What follows belongs to an exercise in optimizing a design on an open flow for small area, a short achievable clock period and few clock cycles per item; a production flow would make more cautious choices. Power and IR drop assume default switching activity.

==> inputs of job 6800 <==
==> flow/design.v (excerpt) <==
module nova16_alu (
    input  wire        clk,
    input  wire        rst,         
    input  wire        in_valid,
    output wire        in_ready,
    input  wire [7:0]  op,          
    input  wire        w16,         
    input  wire [15:0] a,           
    input  wire [15:0] b,           
    input  wire [11:0] flags_in,
    output reg         out_valid,
    output reg  [15:0] result,
    output reg         wr,          
    output reg         div_fault,   
    output reg  [11:0] flags_out
);
clock: 13.0 ns
lec_check: 0
cap_margin: 20
core_margin: 2
core_utilization: 40
slew_margin: 20
standard.sh (not shown) runs the stock make flow with config.mk's settings and CLKGATE_MAP_FILE= SYNTH_SCRIPT=/design/flow/synth_recipe.tcl, a recipe that flattens the netlist after the stock synthesis.
==> flow/flow/run.sh <==
#!/bin/bash
# The standard layout (the standard.sh: ORFS synthesis to finish, same
# settings and constraints), with repair_timing asked to leave extra setup
# slack so that it also works on paths that already meet the 13 ns clock.
set -euo pipefail
bash standard.sh SETUP_SLACK_MARGIN=9.5 finish > standard.log 2>&1
==> inputs of job 7588, as changes to job 6800 <==
--- a/flow/design.v
+++ b/flow/design.v
@@ -14,24 +14,26 @@
     output reg         wr,          
     output reg         div_fault,   
     output reg  [11:0] flags_out
 );
     localparam FS = 1, FV = 2, FC = 6, FZ = 7, FP = 8;
-    function automatic [15:0] smear(input [15:0] x);
-        reg [15:0] t;
+    function automatic [16:0] smear(input [16:0] x);
+        reg [16:0] t;
         begin
             t = x | (x >> 1);
             t = t | (t >> 2);
             t = t | (t >> 4);
-            smear = t | (t >> 8);
-        end
-    endfunction
-    function automatic [3:0] topbit(input [15:0] t);
-        reg [15:0] h;
+            t = t | (t >> 8);
+            smear = t | (t >> 16);
+        end
+    endfunction
+    function automatic [4:0] topbit(input [16:0] t);
+        reg [16:0] h;
         begin
             h = t & ~(t >> 1);
-            topbit = {|(h & 16'hFF00), |(h & 16'hF0F0), |(h & 16'hCCCC), |(h & 16'hAAAA)};
+            topbit = {h[16], |(h[15:0] & 16'hFF00), |(h[15:0] & 16'hF0F0),
+                      |(h[15:0] & 16'hCCCC), |(h[15:0] & 16'hAAAA)};
         end
     endfunction
     function automatic [16:0] ksadd(input [16:0] x, input [16:0] y, input ci);
         reg [16:0] g, p, gg, pp, g2, p2;
         integer i, d;
@@ -61,53 +63,66 @@
     reg [11:0] F;
     wire [15:0] in_mask = w16 ? 16'hFFFF : 16'h00FF;
     wire        i_bt    = op[5];
     wire [3:0]  i_c     = op[3:0];
     reg        p2, it, finz, fin;   
-    reg        neg1, cpre, nn;
-    reg        sub, yb;             
+    reg        cpre, nn;
+    reg        sub, yb, y2;         
+    reg        imul, idiv;          
+    reg        xa, xb;              
     reg [3:0]  cnt;
     reg [15:0] R;                   
     reg  rdy;
     wire ready = !v1 || !c_lng || fin;
     assign in_ready = rdy;
     wire p1 = v1 && c_lng && !p2 && !it && !finz;
     wire [15:0] mW = w ? 16'hFFFF : 16'h00FF;
     wire sa = w ? A[15] : A[7];
     wire sb = w ? B[15] : B[7];
     wire [3:0] k = {w & B[3], B[2:0]};
-    wire [15:0] vA = (c_mul & sa) ? {~A[14:0] & mW[14:0], 1'b1} : A;
-    wire [15:0] vB = (c_mul & sb) ? {~B[14:0] & mW[14:0], 1'b1} : B;
-    wire [15:0] tA = smear(vA);
-    wire [15:0] tB = smear(vB);
+    function automatic [2:0] booth(input [2:0] d);
+        begin
+            booth = {d[2] & ~(d[1] & d[0]), d[1] ^ d[0], (d == 3'b011) || (d == 3'b100)};
+        end
+    endfunction
+    wire [16:0] vA = {A ^ ({16{xa}} & mW), 1'b1};
+    wire [16:0] vB = {B ^ ({16{xb}} & mW), 1'b1};
+    wire [16:0] tA = smear(vA);
+    wire [16:0] tB = smear(vB);
     wire        lt = |(tB & ~tA);               
-    wire [3:0]  hA = topbit(tA);
-    wire [3:0]  hB = topbit(tB);
-    wire [3:0]  cnt1 = c_mul ? (lt ? hA : hB) : (hA - hB);
-    wire        bz   = !tB[0];                  
-    wire        zq   = c_mul ? !(tA[0] & tB[0]) : (lt | bz);
+    wire [4:0]  hA = topbit(tA);
+    wire [4:0]  hB = topbit(tB);
+    wire [4:0]  hM = lt ? hA : hB;
+    wire [4:0]  hd = hA - hB;
+    wire [3:0]  cnt1 = c_mul ? {1'b0, hM[3:1]} : hd[3:0];
+    wire        az   = (A == 16'd0);
+    wire        bz   = (B == 16'd0);
+    wire        zq   = c_mul ? (az | bz) : (lt | bz);
     wire [15:0] Xs   = lt ? B : A;
+    wire [15:0] Ms   = lt ? A : B;
+    wire [16:0] Msh  = {Ms, 1'b0};
+    wire [2:0]  dig1 = Msh[{cnt1[2:0], 1'b0} +: 3];       
+    wire [18:0] Mq   = {A, 3'b000};
+    wire [2:0]  dign = Mq[{cnt[2:0], 1'b0} +: 3];         
     wire        rgt = (c_sh && o[0]) || c_bt;
     wire [3:0]  amt = p2 ? ~cnt : (rgt ? ~k : k);
     wire [15:0] rx  = (w || p2) ? A : {A[7:0], A[7:0]};
     wire [15:0] rin = (rgt && !p2) ? {rx[14:0], rx[15]} : rx;
     wire [31:0] rr  = {rin, rin} << amt;
     wire [15:0] rot = rr[31:16];
     wire [15:0] lm  = ~(16'hFFFF << amt);       
-    wire        imul  = it && c_mul;
-    wire        idiv  = it && c_div;
-    wire [15:0] Y     = {{15{yb}} & B[15:1], c_one | (yb & B[0])};
-    wire [16:0] op1   = it ? {idiv & R[15], R[14:0], idiv & A[15]} : {1'b0, A};
+    wire [15:0] Y     = ({16{yb}} & B) | ({16{y2}} & {B[14:0], 1'b0}) | {15'd0, c_one};
+    wire [16:0] op1   = idiv ? {R, A[15]} : (imul ? {1'b0, R[13:0], 2'b00} : {1'b0, A});
     wire [16:0] op2   = {17{sub}} ^ {1'b0, Y};
     wire [16:0] S     = ksadd(op1, op2, sub);
     wire [15:0] zx  = op1[15:0] ^ op2[15:0];
     wire [15:0] zo  = op1[15:0] | op2[15:0];
     wire [15:0] zv  = ~(zx ^ {zo[14:0], sub});
     wire        zS  = (&zv[7:0]) && (!w || (&zv[15:8]));
     wire        c16   = S[16] ^ sub;
-    wire        fill  = yb && (neg1 ? !B[15] : B[15]);
-    wire [15:0] hsh   = {result[14:0], R[15]};
+    wire        fill  = (yb | y2) && (sub ? !B[15] : B[15]);
+    wire [15:0] hsh   = {result[13:0], R[15:14]};
     wire [15:0] hinc  = hsh + 16'd1;
     wire [15:0] hdec  = hsh - 16'd1;
     wire        h_up  = c16 & !fill;
     wire        h_dn  = !c16 & fill;
     wire [15:0] Hn    = h_up ? hinc : (h_dn ? hdec : hsh);
@@ -199,17 +214,28 @@
             fin  <= fin_nx;
         end else if (it) begin
             fin  <= fin_nx;
         end
         rdy <= rst || (ready ? (!in_valid || !i_lng) : fin_nx);
+        if (rst || ready) begin
+            imul <= 1'b0;
+            idiv <= 1'b0;
+        end else if (p1) begin
+            imul <= !zq && c_mul;
+        end else if (p2) begin
+            idiv <= 1'b1;
+        end
         if (ready) begin
             w     <= w16;
+            xa    <= !i_bt && i_c == 4'h3 && (w16 ? a[15] : a[7]);
+            xb    <= !i_bt && i_c == 4'h3 && (w16 ? b[15] : b[7]);
             c_as  <= !i_bt && (i_c == 4'h1 || i_c == 4'h2 || i_c == 4'h5 || i_c == 4'h6 || i_c == 4'h7);
             c_sub <= !i_bt && (i_c == 4'h2 || i_c == 4'h6 || i_c == 4'h7);
             c_one <= !i_bt && (i_c == 4'h5 || i_c == 4'h6);
             sub   <= !i_bt && (i_c == 4'h2 || i_c == 4'h6 || i_c == 4'h7);
             yb    <= !(!i_bt && (i_c == 4'h5 || i_c == 4'h6));
+            y2    <= 1'b0;
             c_lg  <= !i_bt && i_c[3:2] == 2'b10;
             c_sh  <= !i_bt && i_c[3:2] == 2'b11;
             c_bt  <= i_bt;
             c_mul <= !i_bt && i_c == 4'h3;
             c_div <= !i_bt && i_c == 4'h4;
@@ -223,26 +249,24 @@
             if (c_mul) begin
                 A <= lt ? A : B;                        
                 B <= w ? Xs : {{8{Xs[7]}}, Xs[7:0]};    
             end
             R    <= 16'd0;
-            yb   <= 1'b1;
-            sub  <= c_div | (lt ? sa : sb);
-            neg1 <= lt ? sa : sb;
+            if (c_mul)
+                {sub, yb, y2} <= booth(dig1);
+            else
+                {sub, yb, y2} <= 3'b110;
             cpre <= (sa && B[15:1] != 15'd0) || (sb && A[15:1] != 15'd0);
             nn   <= !sa && !sb;
         end else if (p2) begin
-            sub <= 1'b1;
             A <= rot & ~lm;
             R <= rot & lm;
         end else if (it) begin
             cnt  <= cnt - 4'd1;
-            neg1 <= 1'b0;
-            sub  <= c_div;
             if (c_mul) begin
                 R    <= S[15:0];
-                yb   <= A[cnt - 4'd1];
+                {sub, yb, y2} <= booth(dign);
             end else begin
                 R <= take ? S[15:0] : {R[14:0], A[15]};
                 A <= qn;
             end
         end
==> flow/flow/run.sh (replaced) <==
#!/bin/bash
# The standard layout (the standard.sh: ORFS synthesis to finish, same
# settings and constraints), with repair_timing asked to leave extra setup
# slack so that it also works on paths that already meet the 13 ns clock.
set -euo pipefail
bash standard.sh SETUP_SLACK_MARGIN=8.5 finish > standard.log 2>&1
==> summary of the runs <==
Between job 6800 and job 7588, the lower cell count is in job 6800 (gap about 1.2%, measured against job 7588). Against job 7588, the final area of job 6800 is larger by about 13%. Against job 7588, the non-clock buffer count of job 6800 is higher by 151. Of job 7588 and job 6800, job 6800 has the higher first-iteration DRC count (gap 33%, measured against job 6800). Against job 7588, the count of clock-buffer cells in the layout of job 6800 is higher by 2. Hold slack: job 7588 is better than job 6800 (0.0027 ns). Global-route usage: job 7588 is lower than job 6800 (3.1 points). Of job 6800 and job 7588, job 6800 has the higher power (gap about 19%, measured against job 7588). In job 7588 the critical path depth is lower than in job 6800, by 4. Of job 7588 and job 6800, job 7588 has the higher area after synthesis (gap 10%, measured against job 6800). Between job 7588 and job 6800, the lower clock power is in job 7588 (gap about 15%, measured against job 6800).
==> figures <==
| quantity | job 6800 | job 7588 |
|---|---|---|
| Most common cell after layout, fill and taps aside | sky130_fd_sc_hd__buf_4 | sky130_fd_sc_hd__nand2_1 |
| M1 GR Usage | 46.14% | 43.42% |
| Setup Slack @ Placement | 7.210 ns | 7.585 ns |
| Crit path from | w | A[14] |
| Final period demand of the worst path | 4.323 ns | 4.709 ns |
| Tcrit/Tclk final | 33.25% | 36.22% |
| Global router's overall resource usage | 36.06% | 32.94% |
| Simple logic cell fraction of the synthesized area | 20.98% | 20.78% |
| Fraction of area in registers | 16.47% | 18.92% |
| Site Rows | 65 | 68 |
| Outcome | complete, no violations | complete, no violations |
| Compound-Gate Fraction of Synth Area | 25.82% | 25.12% |
| Combinational power | 1300 uW | 1010 uW |
| Final cell area excluding filler cells | 0.01960 sq mm | 0.01727 sq mm |
| Syn Nets | 1,791 | 1,941 |
| Total Wirelength | 64,660 um | 61,550 um |
| Number of instances in the synthesized netlist | 1,654 | 1,800 |
| FFs & Latches | 118 | 122 |
| Signal buffers share of area | 19.69% | 12.31% |
| Logic gate share of total power | 55.8% | 51.5% |
| Synthesized area per cell | 7.737 sq um | 7.827 sq um |
| Wire per inst | 27.50 um | 25.86 um |
| Total placed instance area | 0.01409 sq mm | 0.01523 sq mm |
Function was not checked in any run of this note: the RTL went through the layout flow alone.

separate check: timing with driven ports:
In the flow no input, the clock included, has a driving cell. The finished layouts below were timed again as built, in two steps.
Step 1, drivers: a clkbuf_16 drives clk and a buf_2 each remaining input, both assumed.
Step 2 adds t to the input delays and takes it off the output delays; t is the mean of the earliest and latest rising clock arrival at the registers after step 1. Input paths then give back, and output paths get back, about the clock's delay inside the block.
a / b / c = ideal ports / drivers / drivers and shift; a / b = the first two.
run | shift t [ns] | slack for setup (ns) | hold slack, ns | worst setup path after step 2
job 6800 | 0.493 | 8.677 / 8.677 / 8.677 | 0.339 / 0.339 / 0.339 | register to register
job 7588 | 0.510 | 8.291 / 8.291 / 8.291 | 0.342 / 0.342 / 0.342 | register to register
After both steps every run listed still meets setup and hold.
